Background: an optimization exercise with open tools, aiming at small area and a short achievable clock period. Do not read the settings as production practice.
No run shown here included a check of the RTL's function; only the layout flow was run.
Power figures rest on the tool's default switching activity, not on a simulated workload.

**design/flow/config.mk**
```make
export PLATFORM = sky130hd
export DESIGN_NAME = daisy_core
export DESIGN_NICKNAME = daisy_core
export VERILOG_FILES = /design/flow/design.v
export SDC_FILE = /design/flow/constraint.sdc
export NUM_CORES = 4
export LEC_CHECK = 0
export CAP_MARGIN = 20
export CORE_MARGIN = 2
export CORE_UTILIZATION = 40
export SETUP_SLACK_MARGIN = 1.5
export SLEW_MARGIN = 20
export SYNTH_HIERARCHICAL = 1
```
**design/flow/constraint.sdc**
```tcl
create_clock -name core_clock -period 3.5 [get_ports {clk}]
set_input_delay 0.7000 -clock core_clock [delete_from_list [all_inputs] [get_ports {clk}]]
set_output_delay 0.7000 -clock core_clock [all_outputs]
set_load 0.01 [all_outputs]
```
**design/flow/design.v**
```verilog
module dc_step (
    input  wire [2:0]  phase,
    input  wire [15:0] win,
    input  wire [9:0]  cnt,
    input  wire [7:0]  acc,
    input  wire [15:0] crc,
    input  wire        prev_e,
    input  wire [2:0]  err,
    input  wire [5:0]  tag,
    input  wire        ready,
    output reg  [9:0]  b_cnt,
    output reg  [7:0]  b_acc,
    output reg  [15:0] b_crc,
    output reg         b_byte,
    output reg  [2:0]  b_phase0, b_phase1,
    output reg         b_clr0,   b_clr1,
    output reg  [2:0]  b_err0,   b_err1,
    output reg  [5:0]  b_tag0,   b_tag1,
    output reg         b_commit0, b_commit1,
    output reg         b_reset0, b_reset1,
    output reg         b_hop0,   b_hop1,
    output wire        in_hop
);
    localparam [2:0] PH_WAITPRE  = 3'd2;
    localparam [2:0] PH_WAITSTA  = 3'd3;
    localparam [2:0] PH_PREFETCH = 3'd4;
    localparam [2:0] PH_PAYLOAD  = 3'd5;
    localparam [2:0] PH_HOP      = 3'd6;
    localparam [2:0] ERR_NOSTART = 3'd1;
    localparam [2:0] ERR_STUFF   = 3'd2;
    localparam [2:0] ERR_NOEND   = 3'd3;
    localparam [2:0] ERR_CRC     = 3'd4;
    localparam [15:0] CRC_POLY     = 16'h8408;
    localparam [15:0] CRC_RESIDUAL = 16'hF0B8;
    wire wp = (phase == PH_WAITPRE);
    wire ws = (phase == PH_WAITSTA);
    wire pf = (phase == PH_PREFETCH);
    wire pl = (phase == PH_PAYLOAD);
    assign in_hop = (phase == PH_HOP);
    wire        b         = win[8];
    wire        stuff_due = &win[7:3];
    wire        stuff_err = pl & stuff_due & b;
    wire        take      = pl & ~stuff_due;
    wire        c7        = (cnt[2:0] == 3'd7);
    wire [15:0] crc_s     = {1'b0, crc[15:1]} ^ ((b ^ crc[0]) ? CRC_POLY : 16'h0000);
    wire        crc_ok    = stuff_due ? (crc == CRC_RESIDUAL) : (crc_s == CRC_RESIDUAL);
    wire        flag_w    = (win[15:9] == 7'b1111110);
    wire        pre_w     = (win[15:1] == 15'h5555) & (cnt >= 10'd15);
    wire        hop_w     = (cnt >= 10'd5);
    wire        noend     = take & (cnt == 10'd1020);
    wire        nostart_w = ws & (cnt[3:0] == 4'd15);
    always @* begin
        b_cnt  = (wp | ws | pf | take) ? cnt + 10'd1 : cnt;
        b_acc  = take ? {b, acc[7:1]} : acc;
        b_crc  = (pf & c7) ? 16'hFFFF : (take ? crc_s : crc);
        b_byte = take & c7;
    end
    reg [5:0]  ph;
    reg [1:0]  clr;
    reg [5:0]  er;
    reg [11:0] tg;
    reg [1:0]  cm;
    reg [1:0]  rs;
    reg [1:0]  hp;
    reg       d, flag, pre, hopc;
    integer   i;
    always @* begin
        for (i = 0; i < 2; i = i + 1) begin
            d    = (i == 1) ? prev_e : ~prev_e;
            flag = ~d & flag_w;
            pre  = ~d & pre_w;
            hopc = hop_w & (d == win[15]);
            ph[3*i +: 3] = phase;
            er[3*i +: 3] = err;
            tg[6*i +: 6] = tag;
            cm[i] = 1'b0;
            rs[i] = 1'b0;
            if (wp) begin
                if (pre)       ph[3*i +: 3] = PH_WAITSTA;
                else if (hopc) ph[3*i +: 3] = PH_HOP;
            end
            if (ws) begin
                if (flag)      ph[3*i +: 3] = PH_PREFETCH;
                else if (nostart_w) begin
                    er[3*i +: 3] = ERR_NOSTART;
                    rs[i] = 1'b1;
                end
            end
            if (pf & c7) begin
                tg[6*i +: 6] = {d, win[15:11]};
                ph[3*i +: 3] = PH_PAYLOAD;
            end
            if (pl) begin
                if (stuff_err) begin
                    er[3*i +: 3] = ERR_STUFF;
                    rs[i] = 1'b1;
                end else if (flag) begin
                    if (crc_ok) cm[i] = 1'b1;
                    else        er[3*i +: 3] = ERR_CRC;
                    rs[i] = 1'b1;
                end else if (noend) begin
                    er[3*i +: 3] = ERR_NOEND;
                    rs[i] = 1'b1;
                end
            end
            if (rs[i]) ph[3*i +: 3] = PH_WAITPRE;
            clr[i] = rs[i] | (wp & pre) | (ws & flag) | (pf & c7);
            hp[i]  = (ph[3*i +: 3] == PH_HOP) & ready;
        end
        b_phase0 = ph[2:0]; b_phase1 = ph[5:3];
        b_clr0   = clr[0]; b_clr1   = clr[1];
        b_err0   = er[2:0]; b_err1   = er[5:3];
        b_tag0   = tg[5:0]; b_tag1   = tg[11:6];
        b_commit0 = cm[0]; b_commit1 = cm[1];
        b_reset0 = rs[0];  b_reset1 = rs[1];
        b_hop0   = hp[0];  b_hop1   = hp[1];
    end
endmodule
module dc_sel (
    input  wire        op_valid,
    input  wire [3:0]  op,
    input  wire [2:0]  phase,
    input  wire [15:0] win,
    input  wire [9:0]  cnt,
    input  wire [7:0]  acc,
    input  wire [15:0] crc,
    input  wire        prev_e,
    input  wire        chan,
    input  wire [2:0]  err,
    input  wire [5:0]  tag,
    input  wire        ready,
    input  wire        active,
    input  wire        hopreq,
    input  wire        in_hop,
    input  wire [9:0]  b_cnt,
    input  wire [7:0]  b_acc,
    input  wire [15:0] b_crc,
    input  wire        b_byte,
    input  wire [2:0]  b_phase0, b_phase1,
    input  wire        b_clr0,   b_clr1,
    input  wire [2:0]  b_err0,   b_err1,
    input  wire [5:0]  b_tag0,   b_tag1,
    input  wire        b_commit0, b_commit1,
    input  wire        b_reset0, b_reset1,
    input  wire        b_hop0,   b_hop1,
    output wire [2:0]  phase_n,
    output wire [15:0] win_n,
    output wire [9:0]  cnt_n,
    output wire [7:0]  acc_n,
    output wire [15:0] crc_n,
    output wire        prev_e_n,
    output wire        chan_n,
    output wire [2:0]  err_n,
    output wire [5:0]  tag_n,
    output wire [5:0]  rd_n,
    output wire        ready_n,
    output wire        active_n,
    output wire        hopreq_n,
    output wire        rdata_valid_n,
    output wire        radio_req_n,
    output wire        sink_byte_valid_n,
    output wire        sink_commit_n,
    output wire        sink_begin_n
);
    wire e      = op[0];
    wire is_bit = op_valid & (op[3:1] == 3'b000);
    wire is_rd  = op_valid & (op == 4'h5);
    wire done   = is_rd & ~ready;                       
    wire task_  = op_valid & ready;
    wire start  = task_ & (op == 4'h2);
    wire stop   = task_ & (op == 4'h3);
    wire serv   = task_ & (op == 4'h4) & in_hop;
    wire read   = task_ & (op[3:2] == 2'b10);
    wire take   = task_ & (op == 4'hB);
    wire clr    = e ? b_clr1 : b_clr0;
    wire bres   = e ? b_reset1 : b_reset0;
    assign phase_n  = is_bit ? (e ? b_phase1 : b_phase0) :
                      done   ? 3'd2 :
                      stop   ? 3'd0 : phase;
    assign win_n    = is_bit ? {~(prev_e ^ e), win[15:1]} : win;
    assign prev_e_n = is_bit ? e : prev_e;
    assign cnt_n    = ((is_bit & clr) | done) ? 10'd0 : (is_bit ? b_cnt : cnt);
    assign acc_n    = is_bit ? b_acc : acc;
    assign crc_n    = is_bit ? b_crc : crc;
    assign err_n    = is_bit ? (e ? b_err1 : b_err0) : (take ? 3'd0 : err);
    assign tag_n    = is_bit ? (e ? b_tag1 : b_tag0) : tag;
    assign chan_n   = chan ^ serv;
    assign ready_n  = done | (ready & ~(start | serv));
    assign active_n = done | (active & ~stop);
    assign hopreq_n = is_bit ? (e ? b_hop1 : b_hop0) :
                      (done | start | stop | serv) ? 1'b0 : hopreq;
    assign rd_n     = (op[1:0] == 2'b00) ? {3'd0, phase} :
                      (op[1:0] == 2'b01) ? {5'd0, chan} :
                      (op[1:0] == 2'b10) ? tag : {3'd0, err};
    assign rdata_valid_n     = read;
    assign radio_req_n       = start | serv;
    assign sink_byte_valid_n = is_bit & b_byte;
    assign sink_commit_n     = is_bit & (e ? b_commit1 : b_commit0);
    assign sink_begin_n      = (is_bit & bres) | done;
endmodule
module daisy_core (
    input  wire       clk,
    input  wire       rst,
    input  wire       op_valid,
    input  wire [3:0] op,
    output reg        cmd_ready,
    output reg        rx_active,
    output reg        hop_request,
    output reg        rdata_valid,
    output wire [7:0] rdata,
    output reg        radio_req,
    output wire       radio_channel,
    output reg        sink_byte_valid,
    output wire [7:0] sink_byte,
    output reg        sink_commit,
    output reg        sink_begin,
    output wire       sink_begin_chan
);
    reg [2:0]  phase;
    reg [15:0] win;
    reg [9:0]  cnt;
    reg [7:0]  acc;
    reg [15:0] crc;
    reg        prev_e;
    reg        chan;
    reg [2:0]  err;
    reg [5:0]  tag;
    reg [5:0]  rd;
    wire [2:0]  phase_n;
    wire [15:0] win_n;
    wire [9:0]  cnt_n;
    wire [7:0]  acc_n;
    wire [15:0] crc_n;
    wire        prev_e_n, chan_n;
    wire [2:0]  err_n;
    wire [5:0]  tag_n, rd_n;
    wire        ready_n, active_n, hopreq_n;
    wire        rdata_valid_n, radio_req_n, sink_byte_valid_n, sink_commit_n, sink_begin_n;
    wire [9:0]  b_cnt;
    wire [7:0]  b_acc;
    wire [15:0] b_crc;
    wire        b_byte;
    wire [2:0]  b_phase0, b_phase1, b_err0, b_err1;
    wire        b_clr0, b_clr1, b_commit0, b_commit1, b_reset0, b_reset1, b_hop0, b_hop1;
    wire [5:0]  b_tag0, b_tag1;
    wire        in_hop;
    assign rdata           = {2'b00, rd};
    assign radio_channel   = chan;
    assign sink_begin_chan = chan;
    assign sink_byte       = acc;
    dc_step u_step (
        .phase(phase), .win(win), .cnt(cnt), .acc(acc), .crc(crc), .prev_e(prev_e),
        .err(err), .tag(tag), .ready(cmd_ready),
        .b_cnt(b_cnt), .b_acc(b_acc), .b_crc(b_crc), .b_byte(b_byte),
        .b_phase0(b_phase0), .b_phase1(b_phase1), .b_clr0(b_clr0), .b_clr1(b_clr1),
        .b_err0(b_err0), .b_err1(b_err1), .b_tag0(b_tag0), .b_tag1(b_tag1),
        .b_commit0(b_commit0), .b_commit1(b_commit1), .b_reset0(b_reset0), .b_reset1(b_reset1),
        .b_hop0(b_hop0), .b_hop1(b_hop1), .in_hop(in_hop)
    );
    dc_sel u_sel (
        .op_valid(op_valid), .op(op),
        .phase(phase), .win(win), .cnt(cnt), .acc(acc), .crc(crc), .prev_e(prev_e),
        .chan(chan), .err(err), .tag(tag), .ready(cmd_ready), .active(rx_active),
        .hopreq(hop_request), .in_hop(in_hop),
        .b_cnt(b_cnt), .b_acc(b_acc), .b_crc(b_crc), .b_byte(b_byte),
        .b_phase0(b_phase0), .b_phase1(b_phase1), .b_clr0(b_clr0), .b_clr1(b_clr1),
        .b_err0(b_err0), .b_err1(b_err1), .b_tag0(b_tag0), .b_tag1(b_tag1),
        .b_commit0(b_commit0), .b_commit1(b_commit1), .b_reset0(b_reset0), .b_reset1(b_reset1),
        .b_hop0(b_hop0), .b_hop1(b_hop1),
        .phase_n(phase_n), .win_n(win_n), .cnt_n(cnt_n), .acc_n(acc_n), .crc_n(crc_n),
        .prev_e_n(prev_e_n), .chan_n(chan_n), .err_n(err_n), .tag_n(tag_n), .rd_n(rd_n),
        .ready_n(ready_n), .active_n(active_n), .hopreq_n(hopreq_n),
        .rdata_valid_n(rdata_valid_n), .radio_req_n(radio_req_n),
        .sink_byte_valid_n(sink_byte_valid_n), .sink_commit_n(sink_commit_n),
        .sink_begin_n(sink_begin_n)
    );
    always @(posedge clk) begin
        win  <= win_n;
        cnt  <= cnt_n;
        acc  <= acc_n;
        crc  <= crc_n;
        rd   <= rd_n;
        if (rst) begin
            phase           <= 3'd0;
            prev_e          <= 1'b0;
            chan            <= 1'b0;
            err             <= 3'd0;
            tag             <= 6'd0;
            cmd_ready       <= 1'b1;
            rx_active       <= 1'b0;
            hop_request     <= 1'b0;
            rdata_valid     <= 1'b0;
            radio_req       <= 1'b0;
            sink_byte_valid <= 1'b0;
            sink_commit     <= 1'b0;
            sink_begin      <= 1'b0;
        end else begin
            phase           <= phase_n;
            prev_e          <= prev_e_n;
            chan            <= chan_n;
            err             <= err_n;
            tag             <= tag_n;
            cmd_ready       <= ready_n;
            rx_active       <= active_n;
            hop_request     <= hopreq_n;
            rdata_valid     <= rdata_valid_n;
            radio_req       <= radio_req_n;
            sink_byte_valid <= sink_byte_valid_n;
            sink_commit     <= sink_commit_n;
            sink_begin      <= sink_begin_n;
        end
    end
endmodule
```
**design/flow/run.sh**
```bash
#!/bin/bash
# synth_recipe.tcl (not shown) runs the flow's synth.tcl, then flattens the netlist and writes it again
# the make line also repeats each setting of config.mk as NAME=value (left out here)
make -C /OpenROAD-flow-scripts/flow DESIGN_CONFIG=/design/flow/config.mk WORK_HOME=/design/flow/orfs CLKGATE_MAP_FILE= SYNTH_SCRIPT=/design/flow/synth_recipe.tcl finish
```
==> results of run 1 <==
==> layout by cell type (no fill, tap or decap), drive strengths merged, types with 12 or more instances in the layout <==
cell / instances
buf: 35
nor2b: 27
nand3: 36
clkdlybuf4s50: 14
dfxtp: 77
clkbuf: 12
dlygate4sd2: 15
nand2: 223
a21oi: 17
o21ai: 24
mux2i: 15
==> per-stage QoR <==
| step | cell area (um^2) | power [mW] | hold WS [ns] | utilization | worst slack (ns) |
|---|---|---|---|---|---|
| 2_1_floorplan | 4516 | 1.019 | 0.4224 | - | 1.502 |
| 3_3_place_gp | 4822 | 1.055 | 0.4322 | 0.4429 | 0.5955 |
| 3_5_place_dp | 4822 | 1.059 | 0.4373 | 0.4429 | 0.5544 |
| 4_1_cts | 5410 | 1.756 | 0.4499 | 0.4969 | 1.426 |
| 5_1_grt | 5645 | 1.824 | 0.4692 | 0.5185 | 1.294 |
| 6_report | 5645 | 1.748 | 0.4470 | 0.5185 | 1.382 |
==> cell type report <==
type                            instances  share of cell area
Clock inverter                          4            0.008422
Sequential cell                        77              0.2850
Tap cell                              140             0.03103
Timing Repair Buffer                   65              0.1046
Clock buffer                           12             0.02571
Inverter                                8            0.005319
Multi-Input combinational cell        484              0.5399
==> sequential cells by signal, summed over array words and instances (netlist names) <==
| name | flops |
|---|---|
| crc | 16 |
| win | 15 |
| cnt | 10 |
| acc | 8 |
| rd | 6 |
| tag | 6 |
| err | 3 |
| phase | 3 |
| chan | 1 |
| cmd_ready | 1 |
| hop_request | 1 |
| prev_e | 1 |
| radio_req | 1 |
| rdata_valid | 1 |
| rx_active | 1 |
| sink_begin | 1 |
| sink_byte_valid | 1 |
| sink_commit | 1 |
==> worst min-delay path: cells and delay by family (launching register included) <==
kind | cells | cell delay (ns)
flops | 1 | 0.31
simple gates | 2 | 0.09
==> layer usage <==
| layer | wire length, um | global-route usage | vias up |
|---|---|---|---|
| li1 | - | - | 2135 |
| met1 | 5554 | 0.2553 | 1931 |
| met3 | 510 | 0.03794 | 20 |
| met4 | 233 | 0.09313 | 0 |
| met5 | 0 | 0 | - |
| met2 | 5365 | 0.3177 | 125 |
==> power by group <==
part,leakage [nW],internal (mW),switching [mW]
registers,0.636,0.893,0.0401
logic,1.63,0.0649,0.0783
clock network,0.0964,0.347,0.324
total,2.36,1.30,0.443
==> final timing paths <==
| path | start | endpoint | slack (ns) | depth (start not counted) |
|---|---|---|---|---|
| max | crc[11] | err[1] | 1.38 | 8 |
| max reg2reg | crc[11] | err[1] | 1.38 | 8 |
| min reg2reg | win[1] | win[1] | 0.45 | 2 |
| min | win[1] | win[1] | 0.45 | 2 |
==> repair_timing <==
action,4_1_cts,5_1_grt
pin swaps,20,23
cloned,2,0
buffers inserted,15,12
setup endpoints to repair,79,30
gates resized for setup,94,38
==> notes.md, run 1 <==
- Status: complete, no violations
- IO Port Bufs: 30
- Dpl hpwl: 7.225 mm
- Cell count after synthesis: 609
- Max IR drop VDD: 0.2277 mV
- Max Slew Vio Count: 0
- FF+latch area: 1609 um^2
- GRT Total Usage: 0.1981
- I/O pin count: 33
- Fill cells: roughly 1,000
- Total gr overflow: 0
- Critical Path Max Stage Delay: 0.55 ns
- Post-Syn Area per Cell: 7.374 um^2
- Post-cts hold buffer count: 0
- DR pass1 iterations: 4
- Clock Tree Buf Depth: 2
- MaxCap Viol Count: 0
- RSZ-0062 raised after global routing: true
- Setup TNS Final: 0 ns
- Via count: 4,211
- H-tree level count: 3
- Die area: 12,090 um^2
- GP Congestion: just under 1
- Fmax: 0.4722 GHz
- Critical Path Fanout Max: 3
- Critical Path AT: 2.41 ns
- DRC errors left: 0
- Routed WL: 11.66 mm
- Initial antenna violation count: 0
- First-pass GRT wire length: 19.17 mm
- Share of cells above drive strength 1: 0.2123
- Area delta synth->final: 25.72%
- Yosys Warn Count: 8
- Antenna Nets Post-Route: 0
- CP Class: register to register
- Vias in the first global route: roughly 4,000
- Slowest CP cell: or4bb_4
- Buf/Inv on CP: 0
- Crit-path cells: or4bb_4 > nor4_4 > o21ai_1 > and3_1 > o21ai_1 > mux2i_1 > o22ai_1 > nor2b_1
- Routed WL per cell: 14.76 um
- Root Driver: clkbuf_8
- Core box area: 10,890 um^2
- Worst min path class: register to register
- Hold Fails Final Rpt: 0
- Crit path launch type: register
- Initial core utilization: 0.4124
- CTS tree: done
- Worst Skew: 0.008999 ns
- P per Cell Area: 309.6 nW/um^2
- Worst-Skew Late Latency: around 0.37 ns
- Static leakage: 2.364 nW
- Die Wd: 110.0 um
- Non-filler cells, final: 790
- Row cnt: 38
- Nature of the critical path endpoint: register
- Mapped Area: between 4000 and 5000 um^2
- Antenna Cells: 0
- Slew @ Worst Pin: 0.8487 ns
- Largest net degree at the start of global routing: 39
- WP data required: 3.79 ns
- Clk sinks: 77
- Fin crit share: 0.6051
- Num CTS Buffers: 9
- Initial DRC count: 266
- CP delay by family, top: simple AND/OR/NAND/NOR gates
- Multi-input gate area: 3048 um^2
- Nets: between 600 and 700
- Routed vias/inst: 5.330
- Slew HR: 0.4324
- Setup-failing EPs final: 0
- CP most frequent cell: o21ai_1
- Die Ht: 110.0 um
- Clock transition at the registers of the reported paths: 0.08 ns
- Fin crit period: around 2.1 ns
- Placed cell count: 745
==> run 2: changes to the inputs <==
--- a/design/flow/config.mk
+++ b/design/flow/config.mk
@@ -9,5 +9,5 @@
 export CORE_MARGIN = 2
 export CORE_UTILIZATION = 40
-export SETUP_SLACK_MARGIN = 1.5
+export SETUP_SLACK_MARGIN = 1.9
 export SLEW_MARGIN = 20
 export SYNTH_HIERARCHICAL = 1
==> run 2 against run 1 <==
Effect of this change: non-clock buffer count rose by 34; largest power group unchanged; sequential share of layout area fell by 2.5 points; synthesized cell count unchanged; still clean; core utilization increased by 5.2 points.
==> notes.md, run 2 <==
- Row cnt: 38 (unchanged)
- Sw power: 461.5 uW (was 442.8 uW)
- Routed wl met2: 6.238 mm (was 5.365 mm)
- Area delta synth->final: 38.42% (was 25.72%)
- Sequential share of power: 0.520 (was 0.534)
- First-pass GRT wire length: 19.60 mm (was 19.17 mm)
- Fin crit share: 0.5956 (was 0.6051)
- Slowest CP cell: dfxtp_4 (was or4bb_4)
- Power Total: 1.788 mW (was 1.748 mW)
- CP Class: register to register (unchanged)
- Worst-Skew Late Latency: 0.37 ns (about the same)
- Buf/Inv on CP: 1 (was 0)
- Crit-path cells: buf_4 > ha_4 > nand2b_4 > a21oi_4 > a311oi_2 > a221o_1 > nor4b_1 > mux2i_1 > o32ai_1 > nor2b_1 (was or4bb_4 > nor4_4 > o21ai_1 > and3_1 > o21ai_1 > mux2i_1 > o22ai_1 > nor2b_1)
- Routed vias/inst: 5.384 (was 5.330)
- Clock Tree Buf Depth: 2 (unchanged)
- Mapped Area: 4491 um^2 (unchanged)
- Total gr overflow: 0 (unchanged)
- Vias in the first global route: 3,947 (was 4,043)
- Crit path launch type: register (unchanged)
- R2R cell count: 10 (was 8)
- Clk pwr share: 0.361 (was 0.384)
- Die Ht: 110.0 um (unchanged)
- Cell count after synthesis: 609 (unchanged)
- Largest net degree at the start of global routing: 51 (was 39)
- Yosys Warn Count: 8 (unchanged)
- Post-Syn Area per Cell: 7.374 um^2 (unchanged)
- Antenna Cells: 0 (unchanged)
- Setup-failing EPs final: 0 (unchanged)
- DR pass1 iterations: 5 (was 4)
- Root Driver: clkbuf_8 (unchanged)
- Worst Hold Depth: 2 (unchanged)
- Max IR drop VDD: 0.1760 mV (was 0.2277 mV)
- Via count: 4,415 (was 4,211)
- Cell internal pwr: 1.326 mW (was 1.305 mW)
- Die area: 12,090 um^2 (unchanged)
- Max reg flops: 16 (unchanged)
- I/O pin count: 33 (unchanged)
- H-tree level count: 3 (unchanged)
- IO Port Bufs: 30 (unchanged)
- Dpl hpwl: 7.198 mm (was 7.225 mm)
- Setup TNS Final: 0 ns (unchanged)
- Combinational fraction of design power: 0.119 (was 0.082)
- MaxCap Viol Count: 0 (unchanged)
- Critical Path Max Stage Delay: 0.38 ns (was 0.55 ns)
- Hold endpoint: win[1] (unchanged)
- Routed WL: 12.94 mm (was 11.66 mm)
- Initial core utilization: 0.4124 (unchanged)
- Core box area: 10,890 um^2 (unchanged)
- R2R Setup Slk: 1.42 ns (was 1.38 ns)
- Worst Skew: 0.009193 ns (was 0.008999 ns)
- Initial DRC count: 199 (was 266)
- Nets: 690 (was 657)
- Antenna Nets Post-Route: 0 (unchanged)
- Metal3 WL: 480 um (was 510 um)
- Post-cts hold buffer count: 0 (unchanged)
- Static leakage: 2.672 nW (was 2.364 nW)
- WP data required: 3.73 ns (was 3.79 ns)
- Fin crit period: 2.085 ns (was 2.118 ns)
- Max Slew Vio Count: 0 (unchanged)
- Most frequent cells in the layout: nand2_1, dfxtp_1, buf_4 (was nand2_1, dfxtp_1, nand3_1)
- Slew HR: 0.4428 (was 0.4324)
- Clock transition at the registers of the reported paths: 0.08 ns (about the same)
- Share of cells above drive strength 1: 0.3574 (was 0.2123)
- Num CTS Buffers: 9 (unchanged)
- Hold Fails Final Rpt: 0 (unchanged)
- Routed WL per cell: 15.79 um (was 14.76 um)
- Fin util: 0.5709 (was 0.5185)
- GP Congestion: 0.9954 (was 0.9706)
- Fmax: 0.4797 GHz (was 0.4722 GHz)
- Top reg by flops: crc (unchanged)
- Clk sinks: 77 (unchanged)
- Critical Path Fanout Max: 6 (was 3)
- Sw frac: 0.2581 (was 0.2534)
- Min-delay src: win[1] (unchanged)
- Worst min path class: register to register (unchanged)
- Status: complete, no violations (unchanged)
- Highest Signal Layer: met4 (unchanged)
- Critical Path AT: 2.31 ns (was 2.41 ns)
- Commonest non-fill, non-tap cell in the layout: nand2_1 (unchanged)
- Die Wd: 110.0 um (unchanged)
- CP delay by family, top: compound AO/OA/AOI/OAI gates (was simple AND/OR/NAND/NOR gates)
- R2R Path End: hop_request (was err[1])
- P per Cell Area: 287.6 nW/um^2 (was 309.6 nW/um^2)
- Nature of the critical path endpoint: register (unchanged)
- RSZ-0062 raised after global routing: true (unchanged)
- GRT Total Usage: 0.2089 (was 0.1981)
- DRC errors left: 0 (unchanged)
- Worst flop-to-flop path startpoint: cnt[0] (was crc[11])
- Slew @ Worst Pin: 0.8358 ns (was 0.8487 ns)
- Initial antenna violation count: 0 (unchanged)
- Wl on met1: 5.949 mm (was 5.554 mm)
- CTS tree: done (unchanged)
- Regs by FF count: crc x16, win x15, cnt x10 (unchanged)
-- run 2: changes by cell type in the layout (fill, tap and decap cells not counted), moves of 14 or more --
| cell | change |
|---|---|
| nand2_1 | -29 |
| buf_2 | +24 |
| clkdlybuf4s50_1 | -14 |
| dlygate4sd2_1 | -14 |
| nand2_2 | +18 |
| dfxtp_2 | +16 |
-- run 2: power groups by stage --
stage                     clock [mW]  sequential (mW)  combinational [mW]
final                          0.645            0.930               0.213
after global routing           0.705            0.933               0.228
after CTS                      0.664            0.928               0.162
after detailed placement           0            0.957               0.107
after global placement             0            0.955               0.105
after floorplan                    0            0.943              0.0860
-- run 2: what timing repair did --
| action | in CTS | in global routing |
|---|---|---|
| pin swaps | 22 | 24 |
| cloned | 3 | 6 |
| endpoints found under the setup margin | 100 | 64 |
| buffers inserted | 31 | 22 |
| resized for setup | 219 | 89 |
-- run 2: worst max-delay path by stage --
stage | startpoint | endpoint | slack [ns] | depth (start not counted)
finish | cnt[0] | hop_request | 1.42 | 10
detailed placement | op[3] | prev_e | 0.50 | 6
global placement | op[2] | prev_e | 0.51 | 6
global route | crc[3] | sink_commit | 1.29 | 8
floorplan | op[2] | phase[1] | 1.61 | 6
CTS | crc[3] | sink_commit | 1.45 | 8
-- run 2: stage by stage --
stage	area [um^2]	cells	hold WS [ns]	setup slack [ns]
final	6216	820	0.4527	1.415
after global routing	6216	820	0.4849	1.294
after CTS	5624	792	0.4468	1.451
after detailed placement	4931	745	0.4345	0.4989
after global placement	4931	745	0.4301	0.5082
after floorplan	4686	610	0.4224	1.614
-- run 2: tightest hold or removal path: cells and delay by family (launching register included) --
kind	cells	cell delay [ns]
and+or+nand+nor	2	0.10
DFF	1	0.31
-- run 2: layer usage --
layer,GRT usage,vias up
met4,0.08137,0
met2,0.3501,95
met1,0.2629,2102
met3,0.04090,21
met5,0,-
li1,-,2197
-- run 2: final cells by class --
class | instances | area (um^2)
clock buffer | 12 | 176.4
clock inverter | 1 | 5.005
tap | 140 | 175.2
timing repair buffer | 99 | 1016
multi-input combinational | 483 | 3188
sequential | 77 | 1618
fill | 967 | 4672
inverter | 8 | 37.54

-- afterwards: timing with drivers on the ports --
How much do the figures lean on ideal ports? The routed layouts below were timed once more, with nothing changed but the port constraints.
Step 1 (the two cells are an assumption about what drives the block):
set clk [get_ports {clk}]
set_driving_cell -lib_cell sky130_fd_sc_hd__clkbuf_16 $clk
set_driving_cell -lib_cell sky130_fd_sc_hd__buf_2 [delete_from_list [all_inputs] $clk]
Step 2, shift: input delay + t, output delay - t, t = (earliest + latest rising clock arrival at the registers) / 2. This alone moves slack from input paths to output paths.
Three values: no drivers, after step 1, after step 2; two values: the first two.
run | t, ns | setup slack, ns | worst setup path after step 2 | clock arrival spread, ns
run 1 | 0.403 | 1.382 / 1.382 / 1.205 | input to register | 0.009 / 0.010
run 2 | 0.398 | 1.415 / 1.415 / 1.361 | input to register | 0.009 / 0.009
After both steps every run listed still meets setup and hold. The setup slack of run 1, which loses most, moves by 0.000 ns with the drivers and by -0.177 ns with both steps.
